What follows belongs to an exercise in optimizing a design on an open flow for small area, a short achievable clock period and few clock cycles; a production flow would make more cautious choices.
No run shown here included a check of the RTL's function; only the layout flow was run.
Power and IR drop assume default switching activity.

[config.mk]
export PLATFORM = sky130hd
export DESIGN_NAME = huff_codegen
export DESIGN_NICKNAME = huff_codegen
export VERILOG_FILES = /design/flow/design.v
export SDC_FILE = /design/flow/constraint.sdc
export NUM_CORES = 8
export LEC_CHECK = 0
export CAP_MARGIN = 40
export CORE_MARGIN = 2
export CORE_UTILIZATION = 25
export SLEW_MARGIN = 20
[constraint.sdc]
create_clock -name core_clock -period 10.0 [get_ports {clk}]
set_input_delay 2.0000 -clock core_clock [delete_from_list [all_inputs] [get_ports {clk}]]
set_output_delay 2.0000 -clock core_clock [all_outputs]
set_load 0.01 [all_outputs]
[design.v]
module huff_codegen (
    input  wire        clk,
    input  wire        rst,
    input  wire        start,
    input  wire [8:0]  src_len,
    input  wire        in_valid,
    output wire        in_ready,
    input  wire [7:0]  in_data,
    output wire        busy,
    output wire        out_valid,
    input  wire        out_ready,
    output wire [7:0]  out_value,
    output wire [7:0]  out_len,
    output wire [15:0] out_code
);
    localparam ST_IDLE  = 3'd0;
    localparam ST_LOAD  = 3'd1;
    localparam ST_MERGE = 3'd2;
    localparam ST_TDI   = 3'd3;
    localparam ST_TD    = 3'd4;
    localparam ST_OUT   = 3'd5;
    reg [2:0] state;
    wire s_load  = (state == ST_LOAD);
    wire s_merge = (state == ST_MERGE);
    wire s_td    = (state == ST_TD);
    wire s_out   = (state == ST_OUT);
    integer i;
    function [255:0] dec8;
        input [7:0] x;
        reg [15:0] h, l;
        integer k;
        begin
            h = 16'd1 << x[7:4];
            l = 16'd1 << x[3:0];
            for (k = 0; k < 256; k = k + 1)
                dec8[k] = h[k / 16] & l[k % 16];
        end
    endfunction
    function [513:0] low2;
        input [255:0] x;
        reg [255:0] ia, it;         
        reg [15:0]  ga, gt;         
        reg         ea, et, pa, pt, ba, bt;
        integer g, k, s, q;
        begin
            ia = x;
            it = 256'd0;
            for (s = 1; s < 16; s = s * 2)
                for (g = 0; g < 16; g = g + 1)
                    for (k = 15; k >= 0; k = k - 1)
                        if ((k & s) != 0) begin
                            q = (k & ~(s - 1)) - 1;
                            it[16*g + k] = it[16*g + k] | it[16*g + q] | (ia[16*g + k] & ia[16*g + q]);
                            ia[16*g + k] = ia[16*g + k] | ia[16*g + q];
                        end
            for (g = 0; g < 16; g = g + 1) begin
                ga[g] = ia[16*g + 15];
                gt[g] = it[16*g + 15];
            end
            for (s = 1; s < 16; s = s * 2)
                for (k = 15; k >= 0; k = k - 1)
                    if ((k & s) != 0) begin
                        q = (k & ~(s - 1)) - 1;
                        gt[k] = gt[k] | gt[q] | (ga[k] & ga[q]);
                        ga[k] = ga[k] | ga[q];
                    end
            for (g = 0; g < 16; g = g + 1) begin
                pa = (g == 0) ? 1'b0 : ga[g - 1];
                pt = (g == 0) ? 1'b0 : gt[g - 1];
                for (k = 0; k < 16; k = k + 1) begin
                    ea = (k == 0) ? 1'b0 : ia[16*g + k - 1];
                    et = (k == 0) ? 1'b0 : it[16*g + k - 1];
                    ba = pa | ea;
                    bt = pt | et | (pa & ea);
                    low2[16*g + k]       = x[16*g + k] & ~ba;
                    low2[256 + 16*g + k] = x[16*g + k] & ba & ~bt;
                end
            end
            low2[512] = ga[15];
            low2[513] = gt[15];
        end
    endfunction
    reg  [8:0] n;
    reg        rdy_r;
    reg  [8:0] m;
    reg  [7:0] vfirst;
    reg        iv1;
    reg  [7:0] ca;
    reg        v2;
    reg  [7:0] wa;
    reg  [8:0] rcnt;
    reg        fwd;
    reg  [7:0] wlast;
    reg        ldw;         
    reg  [7:0] L, LN;
    reg  [255:0] cur;
    reg  [8:0] lleft;
    reg  [7:0] j;
    reg        ph;
    reg  [8:0] aw;
    reg        at;
    reg  [7:0] qn;
    reg  [1:0] bc;
    reg        rf;
    reg  [8:0] q0, q1;
    reg  [7:0] ra;
    reg  [7:0] tip, tipm1;
    reg        troot;
    reg        nv;          
    reg        byp;
    reg  [9:0] bypc;
    reg  [7:0] mroot;
    reg        o1v, o1l;
    reg        o2v, o2l, o2b, o2r;
    reg  [7:0] o2val;
    reg        o3v, o3l, o3b, o3r;
    reg  [7:0] o3val;
    reg        ov, olast;
    reg  [7:0] oval;
    reg  [3:0] olen;
    reg  [9:0] ocode;
    reg        skv, sklast;
    reg  [7:0] skval;
    reg  [3:0] sklen;
    reg  [9:0] skcode;
    wire adv = ~skv;
    function [7:0] enc8;
        input [255:0] x;
        integer k;
        begin
            enc8 = 8'd0;
            for (k = 0; k < 256; k = k + 1)
                if (x[k]) enc8 = enc8 | k[7:0];
        end
    endfunction
    function [255:0] rev256;
        input [255:0] x;
        integer k;
        begin
            for (k = 0; k < 256; k = k + 1) rev256[k] = x[255 - k];
        end
    endfunction
    wire [7:0]   cdw [0:255];
    wire [255:0] cs1, cs0;
    wire [255:0] eqv, hiv;
    wire [9:0]   icw [0:255];
    wire [1:0]   itw [0:255];
    wire [255:0] hasi;
    reg  [11:0]  rd;
    wire [513:0] lw = low2(cur);
    wire [255:0] oh1 = lw[255:0];
    wire [255:0] oh2 = lw[511:256];
    wire       ma  = lw[512];
    wire       two = lw[513];
    wire       have_int = (qn != 8'd0);
    wire       f_ok = (bc != 2'd0) | rf;
    wire [8:0] f0 = (bc != 2'd0) ? q0 : rd[8:0];
    wire [8:0] f1 = (bc == 2'd2) ? q1 : rd[8:0];
    wire       le_f = ({1'b0, L} <= f0);
    wire       ge_f = (f0 <= {1'b0, L});
    wire       lzero = (lleft == 9'd0);
    wire       take_leaf = s_merge & ma & (~have_int | (f_ok & le_f));
    wire       dbl = take_leaf & ~ph & two;
    wire       take_int  = s_merge & ~take_leaf & f_ok & (lzero | ge_f);
    wire       ext  = take_leaf | take_int;
    wire       step = s_merge & ~ma & ~lzero;
    wire       create = (ext & ph) | dbl;
    wire [8:0] sum_l = aw + {1'b0, L};
    wire [8:0] sum_f = aw + f0;
    wire [8:0] wnew = dbl ? {L, 1'b0} : (take_leaf ? sum_l : sum_f);
    wire [1:0] tnew = {take_int & ~dbl, at & ~dbl};
    wire [8:0] xw = take_leaf ? {1'b0, L} : f0;
    wire       hiN = |(hiv & cand);
    wire [255:0] cand;
    wire [255:0] ncur = eqv & cand;
    wire [513:0] pw = low2(cs1);
    wire [255:0] pk = pw[255:0];
    wire         pany = pw[512];
    wire         pmore = pw[513];
    wire [7:0]   pv = enc8(pk);
    wire         issue = s_out & adv & pany;
    wire [7:0] lbase = fwd ? wlast : rcnt[7:0];
    wire       lnewv = v2 & ~fwd & (rcnt == 9'd0);
    wire [7:0] lcnt = lbase + 8'd1;
    wire [7:0]   cbus = s_load ? lcnt : j;
    wire         cstart = (state == ST_IDLE) & start;
    wire [255:0] dwa = dec8(wa);
    wire         ldwe = s_load & v2;
    genvar g;
    generate
        for (g = 0; g < 256; g = g + 1) begin : gcell
            reg [7:0] d;
            reg       f1r, f0r;
            wire we_l = ldwe & dwa[g];
            wire we_1 = take_leaf & oh1[g];
            wire we_2 = dbl & oh2[g];
            always @(posedge clk) begin
                if (we_l | we_1 | we_2) d <= cbus;
                if (cstart) begin
                    f1r <= 1'b0;
                    f0r <= 1'b0;
                end else begin
                    if (we_l) f0r <= 1'b1;
                    else if (we_1 | we_2) f0r <= ph | we_2;
                    if (we_1 | we_2) f1r <= 1'b1;
                    else if (issue & pk[g]) f1r <= 1'b0;
                end
            end
            assign cdw[g] = d;
            assign cs1[g] = f1r;
            assign cs0[g] = f0r;
            assign eqv[g] = (d == LN);
            assign hiv[g] = (d[7:3] == LN[7:3]) & (d[2:0] > LN[2:0]);
        end
    endgenerate
    assign cand = cs0 & ~cs1;
    wire [9:0] tdc  = troot ? 10'd1 : (byp ? bypc : rd[9:0]);
    wire       tt1  = rd[11];
    wire       tt0  = rd[10];
    wire       tdw  = s_td & (tt1 | tt0);
    wire       tdw2 = s_td & tt1 & tt0;
    wire [8:0] iabus = s_td ? tdc[8:0] : {1'b0, wnew[8:1]};
    wire [255:0] dj  = dec8(j);
    wire [255:0] dt0 = dec8(tip);
    wire [255:0] dt1 = dec8(tipm1);
    generate
        for (g = 0; g < 255; g = g + 1) begin : gnode
            reg [9:0] c;
            reg [1:0] t;
            wire we_c = create & dj[g];
            wire w0 = tdw & dt0[g];
            wire w1 = tdw2 & dt1[g];
            always @(posedge clk) begin
                if (we_c | w0 | w1)
                    c <= {iabus, s_td ? (w0 & tt1) : wnew[0]};
                if (we_c)
                    t <= tnew;
            end
            assign icw[g] = c;
            assign itw[g] = t;
            assign hasi[g] = t[1] | t[0];
        end
    endgenerate
    assign icw[255] = 10'd0;
    assign itw[255] = 2'd0;
    assign hasi[255] = 1'b0;
    wire [255:0] below_ra = ~(256'd0) >> (9'd256 - {1'b0, ra});
    wire [513:0] tw = low2(rev256(hasi & below_ra));
    wire [255:0] tnx = rev256(tw[255:0]);
    wire         tany = tw[512];
    wire [7:0]   tnext = enc8(tnx);
    wire [10:0] full = {(o3r ? 10'd1 : rd[9:0]), o3b};
    reg  [3:0]  flen;
    reg  [9:0]  fcode;
    always @* begin
        flen = 4'd0;
        for (i = 1; i < 11; i = i + 1)
            if (full[i]) flen = i[3:0];
        fcode = full[9:0] & ~(10'd1 << flen);
    end
    wire [8:0] m_next = m + {8'd0, lnewv};
    wire       load_end = s_load & (n == 9'd0) & ~iv1;
    always @(posedge clk) begin
        if (~s_out | adv)
            rd <= {itw[ra], icw[ra]};
        if (rst) begin
            state <= ST_IDLE;
            rdy_r <= 1'b0;
            iv1   <= 1'b0;
            v2    <= 1'b0;
            o1v   <= 1'b0;
            o2v   <= 1'b0;
            o3v   <= 1'b0;
            ov    <= 1'b0;
            skv   <= 1'b0;
        end else begin
            iv1 <= in_valid & rdy_r;
            if (in_valid & rdy_r) begin
                n <= n - 9'd1;
                if (n == 9'd1) rdy_r <= 1'b0;
            end
            if (s_load) ca <= in_data;
            v2 <= iv1;
            if (iv1) begin
                wa   <= ca;
                rcnt <= (cs0[ca] & ~cs1[ca]) ? {1'b0, cdw[ca]} : 9'd0;
                fwd  <= v2 & (wa == ca);
            end
            if (v2) begin
                wlast <= lcnt;
                if (lnewv) begin
                    m <= m + 9'd1;
                    vfirst <= wa;
                end
            end
            case (state)
                ST_IDLE: begin
                    if (start) begin
                        n     <= src_len;
                        rdy_r <= (src_len != 9'd0);
                        m     <= 9'd0;
                        state <= ST_LOAD;
                    end
                end
                ST_LOAD: begin
                    if (load_end) begin
                        L     <= 8'd0;
                        LN    <= 8'd1;
                        cur   <= 256'd0;
                        lleft <= m_next;
                        j     <= 8'd0;
                        ph    <= 1'b0;
                        qn    <= 8'd0;
                        bc    <= 2'd0;
                        rf    <= 1'b0;
                        ra    <= 8'd0;
                        o1v   <= 1'b0;
                        o2v   <= 1'b0;
                        o3v   <= 1'b0;
                        if (m_next == 9'd0) begin
                            state <= ST_IDLE;
                        end else if (m_next == 9'd1) begin
                            state <= ST_OUT;
                            ov    <= 1'b1;
                            olast <= 1'b1;
                            oval  <= (lnewv ? wa : vfirst);
                            olen  <= 4'd1;
                            ocode <= 10'd0;
                        end else begin
                            state <= ST_MERGE;
                        end
                    end
                end
                ST_MERGE: begin
                    if (step) begin
                        L   <= LN;
                        LN  <= hiN ? LN + 8'd1 : {LN[7:3] + 5'd1, 3'd0};
                        cur <= ncur;
                    end else if (take_leaf) begin
                        cur <= cur & ~oh1 & ~(dbl ? oh2 : 256'd0);
                    end
                    lleft <= lleft - {8'd0, take_leaf} - {8'd0, dbl};
                    if (dbl) begin
                        j <= j + 8'd1;
                    end else if (ext) begin
                        ph <= ~ph;
                        if (~ph) begin
                            aw <= xw;
                            at <= take_int;
                        end else begin
                            j <= j + 8'd1;
                        end
                    end
                    qn <= qn + {7'd0, create} - {7'd0, take_int};
                    begin : win
                        reg [1:0] ws, rem;
                        reg [8:0] r0, r1;
                        reg       byp_n, iss;
                        ws  = bc + {1'b0, rf};
                        rem = ws - {1'b0, take_int};
                        r0  = take_int ? f1 : f0;
                        r1  = f1;
                        iss   = (ra != j) & (ws < 2'd2);
                        byp_n = create & (ra == j) & (rem < 2'd2);
                        rf <= iss;
                        if (iss | byp_n) ra <= ra + 8'd1;
                        bc <= rem + {1'b0, byp_n};
                        q0 <= (rem == 2'd0) ? wnew : r0;
                        q1 <= (rem == 2'd1) ? wnew : r1;
                    end
                    if (create & (j == m[7:0] - 8'd2)) begin
                        state <= ST_TDI;
                        ra    <= j;
                    end
                end
                ST_TDI: begin
                    mroot <= ra;
                    tip   <= ra - 8'd1;
                    tipm1 <= ra - 8'd2;
                    ra    <= tnext;
                    nv    <= tany;
                    troot <= 1'b1;
                    byp   <= 1'b0;
                    state <= ST_TD;
                    if (ra == 8'd0) state <= ST_OUT;    
                end
                ST_TD: begin
                    troot <= 1'b0;
                    byp   <= (tdw & (tip == ra)) | (tdw2 & (tipm1 == ra));
                    bypc  <= {tdc[8:0], (tip == ra) & tt1};
                    tip   <= tip - {7'd0, tt1} - {7'd0, tt0};
                    tipm1 <= tipm1 - {7'd0, tt1} - {7'd0, tt0};
                    ra    <= tnext;
                    if (~nv) state <= ST_OUT;
                    nv    <= tany;
                end
                ST_OUT: begin
                    if (adv) begin
                        o1v <= pany;
                        o1l <= ~pmore;
                        if (pany) ca <= pv;
                        o2v   <= o1v;
                        o2l   <= o1l;
                        o2b   <= cs0[ca];
                        o2val <= ca;
                        ra    <= cdw[ca];
                        o2r   <= (cdw[ca] == mroot);
                        o3v   <= o2v;
                        o3l   <= o2l;
                        o3b   <= o2b;
                        o3r   <= o2r;
                        o3val <= o2val;
                    end
                    if (~ov | out_ready) begin
                        if (skv) begin
                            ov    <= 1'b1;
                            olast <= sklast;
                            oval  <= skval;
                            olen  <= sklen;
                            ocode <= skcode;
                            skv   <= 1'b0;
                        end else begin
                            ov    <= o3v;
                            olast <= o3l;
                            oval  <= o3val;
                            olen  <= flen;
                            ocode <= fcode;
                        end
                    end else if (o3v & adv) begin
                        skv    <= 1'b1;
                        sklast <= o3l;
                        skval  <= o3val;
                        sklen  <= flen;
                        skcode <= fcode;
                    end
                    if (ov & out_ready & olast) begin
                        state <= ST_IDLE;
                        ov    <= 1'b0;
                        o1v   <= 1'b0;
                        o2v   <= 1'b0;
                        o3v   <= 1'b0;
                    end
                end
                default: state <= ST_IDLE;
            endcase
        end
    end
    assign busy      = (state != ST_IDLE);
    assign in_ready  = rdy_r;
    assign out_valid = ov;
    assign out_value = oval;
    assign out_len   = {4'd0, olen};
    assign out_code  = {6'd0, ocode};
endmodule
[run.sh]
#!/bin/bash
# synth_recipe.tcl (not shown) runs the flow's synth.tcl, then flattens the netlist and writes it again
# the make line also repeats each setting of config.mk as NAME=value (left out here)
make -C /OpenROAD-flow-scripts/flow DESIGN_CONFIG=/design/flow/config.mk WORK_HOME=/design/flow/orfs CLKGATE_MAP_FILE= SYNTH_SCRIPT=/design/flow/synth_recipe.tcl finish
==> results.cfg, run 1 <==
[outcome]
status = aborted with a tool error
outcome.stop_stage = global routing (5_1_grt)
error = [ERROR GRT-0116] Global routing finished with congestion. Check the congestion regions in the DRC Viewer.

[synthesis]
synth_edf_count = 5621
synthFlopType = edfxtp_1
postSynthCellCount = 26100
yosysSeqAreaShare_pct = 58.3
syn-mean-instance-area_um2 = 11.8
async_flop_share_pct = 0
yosys_warnings = 1
yosysTopAreaCell = edfxtp_1
ys_seq_elements = 6144
synth_top_area_share_pct = 54.9
synth.area.top_cells = edfxtp_1 55%, dfxtp_1 3.4%, ha_1 3.4%, a22oi_1 3.2%, xnor2_1 2.7%
ys_types = 121
syn_area_um2 = 308000

[grt]
grt_pass1_vias = 403000
overflow = 14300
grt_pass1_wl_mm = 5080
grt_usage_pct = 60.3
grt_max_degree = 116

[clock_network]
postCtsSetupRepairBufs = 0
cts_resized = 0
htree_num_levels = 6
cts-hold-fix-buffers = 0
cts_num_sinks = 6144
root_buffer = clkbuf_16
cts_buffer_depth = 5
numCtsBuffers = 669

[floorplan]
placementRows = 407
pin_count = 57
die_h_mm = 1.11
start_util_pct = 25.1
die_x_mm = 1.11

[placed_design]
post-dp-hpwl_mm = 2230
port_buffers = 46
place.gp.congestion = 1.71
post-place-ws_ns = 0.335
placed_cell_area_um2 = 373000
-- through the flow --
stage	cells	TNS [ns]	utilization, %	power, W
after floorplan	26100	-7344.92	-	0.0354
after global placement	45300	-95.13	29.8	0.0421
after detailed placement	45800	0	30.4	0.0425
after CTS	47000	0	32.2	0.0682
-- per-layer routing --
metal / GRT usage, % / overflow
met2: 68.2 / 7600
met1: 61.3 / 1390
met3: 54.1 / 1346
met5: 38.2 / 121
met4: 56.1 / 3832
-- power groups by stage --
stage | clock network (W) | registers [W] | logic [W]
global placement | 0 | 0.0307 | 0.0115
detailed placement | 0 | 0.0306 | 0.0119
floorplan | 0 | 0.0312 | 0.00427
CTS | 0.0262 | 0.0301 | 0.0119
-- how the worst max path moves through the flow --
| stage | slack (ns) | cells past startpoint | end | start |
|---|---|---|---|---|
| detailed placement | 0.34 | 42 | gnode[114].c[8] | cur[187] |
| floorplan | -3.53 | 24 | gnode[0].c[5] | bc[1] |
| global placement | -0.41 | 42 | gnode[4].c[8] | cur[187] |
| CTS | 0.23 | 42 | gnode[114].c[8] | cur[187] |
-- Yosys cell counts (all sizes together), types with 318 or more instances --
cell type and n:
a21oi 1092, a221oi 645, a22o 651, a22oi 1295
clkbuf 1293, dfxtp 523, edfxtp 5621, ha 835
inv 770, nand2 1852, nand3 689, nand4 868
nor2 1927, nor3 433, nor4 513, o21ai 1228
o221ai 318, xnor2 952, xor2 531
-- cells by family after synthesis --
family	after synthesis	synth area share [%]
other	1	0.00122
adders and majority gates	933	3.73
xor gates and xnor gates	1483	4.22
and+or+nand+nor	7633	12.5
muxes	295	1.65
AOI/OAI and AO/OA	7238	16.7
buffers and inverters	2358	2.96
DFF	6144	58.3
==> run 2, diff against run 1 <==
==> design.v (replaced) <==
module huff_codegen (
    input  wire        clk,
    input  wire        rst,
    input  wire        start,
    input  wire [8:0]  src_len,
    input  wire        in_valid,
    output wire        in_ready,
    input  wire [7:0]  in_data,
    output wire        busy,
    output wire        out_valid,
    input  wire        out_ready,
    output wire [7:0]  out_value,
    output wire [7:0]  out_len,
    output wire [15:0] out_code
);
    localparam S_IDLE  = 3'd0;
    localparam S_LOAD  = 3'd1;
    localparam S_SCAN  = 3'd2;
    localparam S_MERGE = 3'd3;
    localparam S_WALK  = 3'd4;
    localparam S_EMIT  = 3'd5;
    localparam S_DONE  = 3'd6;
    reg [2:0] state;
    reg [8:0] freq    [0:255];
    reg       lalive  [0:255];
    reg [7:0] lparent [0:255];
    reg       lbit    [0:255];
    reg [8:0] iw      [0:254];
    reg       ialive  [0:254];
    reg [7:0] iparent [0:254];
    reg       ibit    [0:254];
    reg [8:0] n;           
    reg [8:0] m;           
    reg [7:0] c;           
    reg [8:0] sidx;        
    reg       second;      
    reg       bvalid;
    reg [8:0] bw;
    reg       bint;        
    reg [7:0] bidx;
    reg [8:0] aw;          
    reg       aint;
    reg [7:0] aidx;
    reg [7:0] v;
    reg       wint;        
    reg [7:0] widx;
    reg [7:0] clen;
    reg [15:0] code;
    integer j;
    wire       s_int   = sidx[8];
    wire [7:0] s_idx   = sidx[7:0];
    wire       s_alive = s_int ? ialive[s_idx] : lalive[s_idx];
    wire [8:0] s_w     = s_int ? iw[s_idx] : freq[s_idx];
    wire       s_last  = s_int ? (s_idx == c - 8'd1) : (c == 8'd0 && s_idx == 8'd255);
    wire       take    = s_alive && (!bvalid || s_w < bw);
    wire       w_root   = wint && (widx == c - 8'd1);
    wire       w_bit    = wint ? ibit[widx] : lbit[widx];
    wire [7:0] w_parent = wint ? iparent[widx] : lparent[widx];
    always @(posedge clk) begin
        if (rst) begin
            state <= S_IDLE;
        end else begin
            case (state)
                S_IDLE: begin
                    if (start) begin
                        for (j = 0; j < 256; j = j + 1) begin
                            freq[j]   <= 9'd0;
                            lalive[j] <= 1'b0;
                        end
                        for (j = 0; j < 255; j = j + 1)
                            ialive[j] <= 1'b0;
                        n     <= src_len;
                        m     <= 9'd0;
                        c     <= 8'd0;
                        state <= (src_len == 9'd0) ? S_DONE : S_LOAD;
                    end
                end
                S_LOAD: begin
                    if (in_valid) begin
                        freq[in_data]   <= freq[in_data] + 9'd1;
                        lalive[in_data] <= 1'b1;
                        if (freq[in_data] == 9'd0)
                            m <= m + 9'd1;
                        n <= n - 9'd1;
                        if (n == 9'd1) begin
                            sidx   <= 9'd0;
                            second <= 1'b0;
                            bvalid <= 1'b0;
                            v      <= 8'd0;
                            state  <= S_MERGE;    
                        end
                    end
                end
                S_SCAN: begin
                    if (take) begin
                        bvalid <= 1'b1;
                        bw     <= s_w;
                        bint   <= s_int;
                        bidx   <= s_idx;
                    end
                    if (s_last) begin
                        state <= S_MERGE;
                    end
                    sidx <= sidx + 9'd1;
                end
                S_MERGE: begin
                    if (!bvalid) begin
                        if (m <= 9'd1) begin
                            v     <= 8'd0;
                            state <= S_WALK;
                        end else begin
                            sidx  <= 9'd0;
                            state <= S_SCAN;
                        end
                    end else if (!second) begin
                        if (bint) ialive[bidx] <= 1'b0;
                        else      lalive[bidx] <= 1'b0;
                        aw     <= bw;
                        aint   <= bint;
                        aidx   <= bidx;
                        second <= 1'b1;
                        bvalid <= 1'b0;
                        sidx   <= 9'd0;
                        state  <= S_SCAN;
                    end else begin
                        if (aint) begin
                            iparent[aidx] <= c;
                            ibit[aidx]    <= 1'b0;
                        end else begin
                            lparent[aidx] <= c;
                            lbit[aidx]    <= 1'b0;
                        end
                        if (bint) begin
                            ialive[bidx]  <= 1'b0;
                            iparent[bidx] <= c;
                            ibit[bidx]    <= 1'b1;
                        end else begin
                            lalive[bidx]  <= 1'b0;
                            lparent[bidx] <= c;
                            lbit[bidx]    <= 1'b1;
                        end
                        iw[c]     <= aw + bw;
                        ialive[c] <= 1'b1;
                        c         <= c + 8'd1;
                        m         <= m - 9'd1;
                        second    <= 1'b0;
                        bvalid    <= 1'b0;
                        if (m == 9'd2) begin
                            v     <= 8'd0;
                            state <= S_WALK;
                        end else begin
                            sidx  <= 9'd0;
                            state <= S_SCAN;
                        end
                    end
                end
                S_WALK: begin
                    if (freq[v] != 9'd0) begin
                        wint  <= 1'b0;
                        widx  <= v;
                        clen  <= (c == 8'd0) ? 8'd1 : 8'd0;
                        code  <= 16'd0;
                        state <= S_EMIT;
                    end else if (v == 8'd255) begin
                        state <= S_DONE;
                    end else begin
                        v <= v + 8'd1;
                    end
                end
                S_EMIT: begin
                    if (c == 8'd0) begin
                        if (out_ready) begin
                            if (v == 8'd255) state <= S_DONE;
                            else begin
                                v     <= v + 8'd1;
                                state <= S_WALK;
                            end
                        end
                    end else if (!w_root) begin
                        code <= code | ({15'd0, w_bit} << clen);
                        clen <= clen + 8'd1;
                        wint <= 1'b1;
                        widx <= w_parent;
                    end else if (out_ready) begin
                        if (v == 8'd255) state <= S_DONE;
                        else begin
                            v     <= v + 8'd1;
                            state <= S_WALK;
                        end
                    end
                end
                S_DONE: begin
                    state <= S_IDLE;
                end
                default: state <= S_IDLE;
            endcase
        end
    end
    assign busy      = (state != S_IDLE);
    assign in_ready  = (state == S_LOAD);
    assign out_valid = (state == S_EMIT) && (c == 8'd0 || w_root);
    assign out_value = v;
    assign out_len   = clen;
    assign out_code  = code;
endmodule
--- a/config.mk
+++ b/config.mk
@@ -8,4 +8,4 @@
 export CAP_MARGIN = 40
 export CORE_MARGIN = 2
-export CORE_UTILIZATION = 25
+export CORE_UTILIZATION = 40
 export SLEW_MARGIN = 20
==> run 2 against run 1 <==
  * Now clean on timing, DRC and antenna
  * Synthesized area increased by 40%
  * Synthesized cell count decreased by 5.9%
==> results.cfg, run 2 <==
[cells_and_area]
final_common_cell = edfxtp_1
fin_nets = 25200
final_core_util_pct = 45.8
syn_to_final_growth_pct = 14.1
largest_register = freq
largest_reg_flops = 2304
num-fill-cells = 90700
drive_above_1_share_pct = 28.5
reg.largest.list = freq (2304), iw (2295), lparent (2048)
final_cell_mix = 9057 x edfxtp_1, 4029 x mux4_2, 3261 x nor2_1, 1626 x o21ai_0, 1206 x buf_4

[clock_network]
cts_resized = 0
root_buffer = clkbuf_16
postCtsSetupRepairBufs = 0
cts_num_sinks = 9851
numCtsBuffers = 1136
cts-hold-fix-buffers = 0
clock_latency_ns = 1.31
clk_pin_slew_ns = 0.06
cts_tree = yes
htree_num_levels = 7
cts_buffer_depth = 6

[sta]
setup_viol = 0
rsz0062_at_grt = no
max_freq_ghz = 0.135
layout_min_cycle_time_ns = 7.40
hold_viol = 0
fin_crit_sh_pct = 74.0
hold_ws_ns = 0.424
skew_ns = 0.143
worst_pin_slew_ns = 1.21
finalMaxSlewViolations = 0
fin_tns_setup_ns = 0
relSlewSlack_pct = 19.1

[floorplan]
die_x_mm = 1.04
dieArea_um2 = 1080000
placeableCoreArea_um2 = 1070000
placementRows = 380
pin_count = 57
die_h_mm = 1.04
start_util_pct = 40.1

[grt]
grt_usage_pct = 25.1
grt_pass1_wl_mm = 1940
grt_pass1_vias = 249000
overflow = 0
antenna_found_initial = 142
grt_max_degree = 256

[synthesis]
ys_seq_elements = 9851
synthTopCellsByCount = 9057 x edfxtp_1, 4029 x mux4_2, 3283 x nor2_1, 1636 x o21ai_0, 1406 x clkbuf_1
post-synth-top-count-cell = edfxtp_1
synth.area.top_cells = edfxtp_1 63%, mux4_2 21%, dfxtp_1 3.7%, nor2_1 2.9%, o21ai_0 1.9%
async_flop_share_pct = 0
postSynthCellCount = 24500
synth_edf_count = 9057
yosysSeqAreaShare_pct = 67.0
yosysTopAreaCell = edfxtp_1
syn_area_um2 = 430000
synth_top_area_share_pct = 63.3
syn-mean-instance-area_um2 = 17.5
yosys_warnings = 1
synthFlopType = edfxtp_1
ys_types = 79

[outcome]
status = no timing/DRC/antenna violations

[detailed_routing]
drtAntennaViolNets = 0
drtIter0Drc = 38800
wl_mm = 1390
drc_errors = 0
viasPerCell = 6.37
drt-pass1-iter-count = 8
wl_per_cell_um = 34.6
vias = 257000

[setup_path]
crit_type = reg2reg
critPathLaunchType = flop
crit_fanout = 40
end_kind = flop
worstPathRequired_ns = 10.88
cp_data_arrival_time_ns = 8.27

[power]
ir_drop_mv = 0.273
powerDensity_nw_per_um2 = 229
cellLeakagePower_nw = 155

[placed_design]
place.gp.congestion = 0.957
post-dp-hpwl_mm = 895
port_buffers = 56

[job]
maxCapViolations = 0

[min_path]
min_path_type = reg2reg
==> run 2: worst max-delay path, stage by stage, from the launching register on <==
cell	delay (ns)
dfxtp_4	0.88
buf_12	0.42
buf_12	0.39
mux4_2	0.64
mux4_2	0.56
mux4_2	0.79
mux4_2	0.56
mux2_2	0.29
ha_1	0.30
a21o_1	0.18
a21o_1	0.18
a21oi_1	0.13
o21ai_0	0.21
a32oi_1	0.48
o311ai_0	0.35
nor3_2	0.22
buf_4	0.27
==> run 2: final cells by class <==
cell class / count / area [µm²] / area share [%]
diodes: 108 / 270 / 0.0551
clock buffers: 1410 / 30300 / 6.18
clock inverters: 509 / 4790 / 0.977
inverters: 55 / 231 / 0.0472
multi-input cells: 12500 / 134000 / 27.3
flip-flops and latches: 9851 / 288000 / 58.7
well taps: 14300 / 17900 / 3.66
repair buffers: 1590 / 15100 / 3.08
==> run 2: cells by family after synthesis <==
family	after synthesis	share of synthesized area, %
flip-flops	9851	67.0
AND/OR/NAND/NOR	4989	4.73
AO/OA/AOI/OAI	3186	4.36
buffers and inverters	2211	2.15
multiplexers	4193	21.5
adder cells (fa/ha/maj)	33	0.0978
XOR/XNOR	72	0.150
==> run 2: power breakdown <==
part	switching [W]	internal (W)
logic	0.0151	0.00852
registers	0.00124	0.0471
clock network	0.0166	0.0236
==> run 2: path summary, 6_finish.rpt <==
check,startpoint,endpoint,slack (ns),cells after the start
max,flop,bw[1],2.60,16
min,bw[1],aw[1],0.42,0
max reg2reg,flop,bw[1],2.60,16
min reg2reg,bw[1],aw[1],0.42,0
==> run 2: stage by stage <==
step | cell area (µm²) | setup WS (ns) | instances | total power (W)
2_1_floorplan | 430000 | -0.851 | 24500 | 0.0623
5_1_grt | 490000 | 2.54 | 40300 | 0.114
3_3_place_gp | 447000 | 1.69 | 37400 | 0.0716
3_5_place_dp | 454000 | 1.80 | 38200 | 0.0721
4_1_cts | 489000 | 2.19 | 40100 | 0.112
6_report | 490000 | 2.60 | 40300 | 0.112
==> run 2: metal layers <==
layer / vias to the layer above / wire length (µm) / track usage (%)
met5: - / 505 / 0.0567
li1: 101000 / - / -
met1: 136000 / 519000 / 33.7
met2: 16800 / 629000 / 38.0
met3: 3411 / 165000 / 6.94
met4: 60 / 79400 / 12.3

==> port drivers added, routing unchanged <==
No port has a modelled driver above. Below, the same layout with a new extraction and two added sets of constraints. Step 1 assumes that a clkbuf_16 drives the clock port and a buf_2 every other input. Step 2, shift: input delay + t, output delay - t, t = (earliest + latest rising clock arrival at the registers) / 2. This alone moves slack from input paths to output paths. a / b / c = ideal ports / drivers / drivers and shift; a / b = the first two.
run: run 2
t (ns): 1.386
setup slack, ns: 2.605 / 2.553 / 1.350
hold slack, ns: 0.424 / 0.424 / 0.424
latest minus earliest clock arrival (ns): 0.179 / 0.179
worst register clock-pin slew, ns: 0.07 / 0.07
After both steps run 2 still meets setup and hold. The setup slack of run 2 moves by -0.052 ns with the drivers and by -1.255 ns with both steps.
